What follows belongs to an exercise in optimizing a design on an open flow for small area; a production flow would make more cautious choices.
Only simulation tests tie the RTL to the original design; equivalence was not proved.
Power figures rest on the tool's default switching activity, not on a simulated workload.

== v6 ==
==> flow/design.v <==
module sdx_core (
    input  wire       CLK,
    input  wire       RST,
    input  wire       RX_VALID,
    input  wire [7:0] RX_BYTE,
    input  wire [4:0] ECHO,
    output reg  [4:0] TRIG,
    output wire [1:0] M_EN,
    output wire [1:0] M_DIR,
    output wire [1:0] M_STEP,
    output reg        GUN
);
    localparam [2:0] C_OTH = 3'b000, C_F = 3'b001, C_R = 3'b010;
    reg [3:0] lo;
    reg [4:0] hi;
    wire lo_wrap = (lo == 4'd9);
    wire grid    = lo_wrap & hi[0];
    always @(posedge CLK) begin
        if (RST) begin
            lo   <= 4'd9;
            hi   <= 5'd29;
            TRIG <= 5'b00000;
        end else begin
            lo <= lo_wrap ? 4'd0 : lo + 4'd1;
            if (lo_wrap) begin
                hi   <= (hi == 5'd29) ? 5'd0 : hi + 5'd1;
                TRIG <= {TRIG[3:0], (hi == 5'd29)};
            end
        end
    end
    reg        s1, s2, eq;
    reg [15:0] ecnt;             
    reg        lt;               
    reg        near;             
    wire rise = s2 & ~eq;
    wire fall = ~s2 & eq;
    wire ez   = ~|ecnt[14:0];
    wire efb  = ecnt[15] ^ ecnt[14] ^ ecnt[12] ^ ecnt[3] ^ ez;
    wire e599 = (ecnt == 16'h8161);                  
    wire emax = ecnt[15] & ez;                       
    always @(posedge CLK) begin
        s1 <= ECHO[2];
        if (RST) begin
            s2   <= ECHO[2];
            eq   <= ECHO[2];
            ecnt <= 16'd0;
            lt   <= 1'b1;
            near <= 1'b1;
        end else begin
            s2 <= s1;
            eq <= s2;
            ecnt <= rise ? 16'd1 : {ecnt[14:0], efb};
            lt   <= rise | emax | (lt & ~e599);
            if (fall) near <= lt;
        end
    end
    reg [2:0] mem [0:63];
    reg [6:0] cnt;
    wire push = RX_VALID & ~cnt[6];
    reg [2:0] cls;
    always @* begin
        case (RX_BYTE)
            8'h77:   cls = 3'b100;   
            8'h73:   cls = 3'b111;   
            8'h61:   cls = 3'b110;   
            8'h64:   cls = 3'b101;   
            8'h66:   cls = C_F;
            8'h72:   cls = C_R;
            default: cls = C_OTH;
        endcase
    end
    integer i;
    always @(posedge CLK) begin
        if (push) begin
            mem[1] <= cls;
            for (i = 2; i <= 63; i = i + 1) mem[i] <= mem[i-1];
            mem[0] <= mem[63];
        end
    end
    wire [2:0] head;
    genvar b, k;
    generate
        for (b = 0; b < 3; b = b + 1) begin : g_rd
            wire [63:0] l0;
            wire [31:0] l1;
            wire [15:0] l2;
            wire [7:0]  l3;
            wire [3:0]  l4;
            wire [1:0]  l5;
            for (k = 0; k < 64; k = k + 1) begin : g0
                assign l0[k] = mem[k][b];
            end
            for (k = 0; k < 32; k = k + 1) begin : g1
                assign l1[k] = cnt[0] ? l0[2*k+1] : l0[2*k];
            end
            for (k = 0; k < 16; k = k + 1) begin : g2
                assign l2[k] = cnt[1] ? l1[2*k+1] : l1[2*k];
            end
            for (k = 0; k < 8; k = k + 1) begin : g3
                assign l3[k] = cnt[2] ? l2[2*k+1] : l2[2*k];
            end
            for (k = 0; k < 4; k = k + 1) begin : g4
                assign l4[k] = cnt[3] ? l3[2*k+1] : l3[2*k];
            end
            for (k = 0; k < 2; k = k + 1) begin : g5
                assign l5[k] = cnt[4] ? l4[2*k+1] : l4[2*k];
            end
            assign head[b] = cnt[5] ? l5[1] : l5[0];
        end
    endgenerate
    reg       m;
    reg [2:0] u;
    reg       en;
    reg [1:0] dir;
    reg       rf;                
    wire tick    = grid & ~GUN & u[0];
    wire have    = cnt != 7'd0;
    wire pop     = tick & have;
    wire [2:0] last = en ? (m ? C_R : {1'b1, dir}) : {2'b00, m};
    wire accept  = pop & (head != last);
    wire acc_r   = accept & (head == C_R);
    wire acc_run = accept & head[2];
    wire acc_hld = accept & ~head[2] & ~head[1];     
    wire fire    = accept & (head == C_F);
    wire roam    = tick & (accept ? acc_r : (en & m)) & (acc_r | (near == dir[1]));
    wire run_op  = acc_run | roam;
    reg [6:0] cnt_t;
    reg       cu, cd;
    integer   j;
    always @* begin
        cu = push & ~pop;
        cd = pop & ~push;
        for (j = 0; j < 7; j = j + 1) begin
            cnt_t[j] = cu | cd;
            cu = cu & cnt[j];
            cd = cd & ~cnt[j];
        end
    end
    always @(posedge CLK) begin
        if (RST) begin
            cnt <= 7'd0;
        end else begin
            cnt <= cnt ^ cnt_t;
        end
    end
    always @(posedge CLK) begin
        if (RST) begin
            m    <= 1'b0;
            GUN  <= 1'b0;
            u    <= 3'd1;
            en   <= 1'b0;
            dir  <= 2'b00;
            rf   <= 1'b0;
        end else begin
            if (accept) m <= ~head[2] & (head[1] ^ head[0]);
            if (grid) begin
                if (GUN) begin
                    if (u[2]) begin
                        GUN <= 1'b0;
                        u   <= 3'd0;
                    end else begin
                        u <= u + 3'd1;
                    end
                end else if (u[0]) begin
                    u <= 3'd0;
                    if (fire) GUN <= 1'b1;
                end else begin
                    u <= 3'd1;
                end
            end
            if (run_op) begin
                en  <= 1'b1;
                dir <= roam ? {~near, 1'b1} : head[1:0];
                rf  <= 1'b1;
            end else begin
                if (acc_hld) en <= 1'b0;
                if (lo == 4'd3) rf <= 1'b0;
            end
        end
    end
    reg       step, low;
    reg [5:0] pc;
    wire pivot   = dir[0] ^ dir[1];
    wire ge60    = &pc[5:2];
    wire ge20    = pc[5] | (pc[4] & (pc[3] | pc[2]));
    wire per_ok  = pivot ? ge60 : ge20;
    wire pg_fall = en & ~low & ~rf & per_ok;
    wire pg_rise = low & ~rf & (pc >= 6'd3);
    reg [5:0] pc_t;
    reg       pcc;
    integer   n;
    always @* begin
        pcc = ~ge60;
        for (n = 0; n < 6; n = n + 1) begin
            pc_t[n] = pcc;
            pcc = pcc & pc[n];
        end
    end
    always @(posedge CLK) begin
        if (RST) begin
            step <= 1'b0;
            low  <= 1'b0;
            pc   <= 6'd1;
        end else begin
            if (pg_fall) begin
                step <= 1'b0;
                low  <= 1'b1;
            end else if (pg_rise) begin
                step <= 1'b1;
                low  <= 1'b0;
            end
            if (pg_fall | pg_rise) pc <= 6'd1;
            else                   pc <= pc ^ pc_t;
        end
    end
    assign M_EN   = {en, en};
    assign M_DIR  = dir;
    assign M_STEP = {step, step};
endmodule
export LEC_CHECK = 0
export CAP_MARGIN = 20
export CORE_MARGIN = 2
export CORE_UTILIZATION = 65
export PLACE_DENSITY = 0.75
export SLEW_MARGIN = 20
create_clock -name core_clock -period 10.0 [get_ports {CLK}]
standard.sh (not shown) runs the stock make flow with config.mk's settings and CLKGATE_MAP_FILE= SYNTH_SCRIPT=/design/flow/synth_recipe.tcl, a recipe that flattens the netlist after the stock synthesis.
==> flow/flow/run.sh <==
#!/bin/bash
# The standard ORFS layout (standard.sh: unchanged synthesis, floorplan, power grid,
# placement and routing) with these changes:
#  - after the floorplan, OpenROAD's restructure re-maps the combinational logic for
#    area (flow/restructure.tcl); registers are untouched;
#  - port buffers use sky130_fd_sc_hd__buf_1 instead of the default buffer cell;
#  - clock tree synthesis uses clkbuf_8 buffers in clusters of at most 19 sinks
#    (at most 70 um across) and
#    inserts no dummy load cells.
set -euo pipefail
export BUFFER_PORTS_ARGS="-buffer_cell sky130_fd_sc_hd__buf_1"
export CTS_ARGS="-sink_clustering_enable -repair_clock_nets -dont_use_dummy_load -buf_list sky130_fd_sc_hd__clkbuf_8 -sink_clustering_size 19 -sink_clustering_max_diameter 70"
bash standard.sh floorplan > standard_floorplan.log 2>&1
openroad -no_init -exit flow/restructure.tcl > restructure.log 2>&1
bash standard.sh finish > standard_finish.log 2>&1
Other scripts of this flow, unchanged in this note and not shown: flow/flow/filter_lib.py, flow/flow/restructure.tcl
The following lists how v7 was set up differently from v6:
diff --git a/flow/design.v b/flow/design.v
--- a/flow/design.v
+++ b/flow/design.v
@@ -11,22 +11,23 @@
     output reg        GUN
 );
     localparam [2:0] C_OTH = 3'b000, C_F = 3'b001, C_R = 3'b010;
     reg [3:0] lo;
     reg [4:0] hi;
-    wire lo_wrap = (lo == 4'd9);
+    wire lo_wrap = lo[3] & lo[0];           
+    wire hi_wrap = hi[4] & hi[3] & hi[2] & hi[0];    
     wire grid    = lo_wrap & hi[0];
     always @(posedge CLK) begin
         if (RST) begin
             lo   <= 4'd9;
             hi   <= 5'd29;
             TRIG <= 5'b00000;
         end else begin
             lo <= lo_wrap ? 4'd0 : lo + 4'd1;
             if (lo_wrap) begin
-                hi   <= (hi == 5'd29) ? 5'd0 : hi + 5'd1;
-                TRIG <= {TRIG[3:0], (hi == 5'd29)};
+                hi   <= hi_wrap ? 5'd0 : hi + 5'd1;
+                TRIG <= {TRIG[3:0], hi_wrap};
             end
         end
     end
     reg        s1, s2, eq;
     reg [15:0] ecnt;             
@@ -172,11 +173,11 @@
                 en  <= 1'b1;
                 dir <= roam ? {~near, 1'b1} : head[1:0];
                 rf  <= 1'b1;
             end else begin
                 if (acc_hld) en <= 1'b0;
-                if (lo == 4'd3) rf <= 1'b0;
+                if (~lo[2] & lo[1] & lo[0]) rf <= 1'b0;
             end
         end
     end
     reg       step, low;
     reg [5:0] pc;
Notes after the runs:
v7 finished all stages; the layout is clean.
Number of input and output port buffers inserted: v6 vs v7 identical
Changes observed in v7 relative to v6: wire length of the first global-routing pass has decreased, total number of multi-input combinational cells dropped 5.2%, detailed-routing wirelength on met1 dropped about 3.8%, cell count of the worst reg-to-reg path decreased by 2 relative to the old numbers, share of the yosys chip area belonging to registers about even.
Against v6, mean instance size in the synthesized netlist in v7 fell slightly.
Compared with v6, v7 shows a higher share of total power in combinational logic.
Comparing internal power summed over all cells for v7 and v6, the bigger number came from v7.
Sequential cell power is lower on v6
Where cell area is concerned, v6 is outperformed by v7.

==> static timing again, ports no longer ideal <==
How much do the figures lean on ideal ports? The routed layouts below were timed once more, with nothing changed but the port constraints.
Step 1 sets driving cells, clkbuf_16 on the clock port and buf_2 on the other inputs (assumed; they add their load-dependent delay and slew).
Step 2 times the ports against the registers' clock, not the clock port: input delays grow and output delays shrink by t, the midpoint of the rising clock arrivals with the driver on.
a / b / c = ideal ports / drivers / drivers and shift; a / b = the first two.
run	t (ns)	setup WS [ns]	worst setup path after step 2
v6	0.538	4.994 / 4.994 / 4.994	register to register
v7	0.539	5.089 / 5.089 / 5.089	register to register
After both steps every run listed still meets setup and hold.
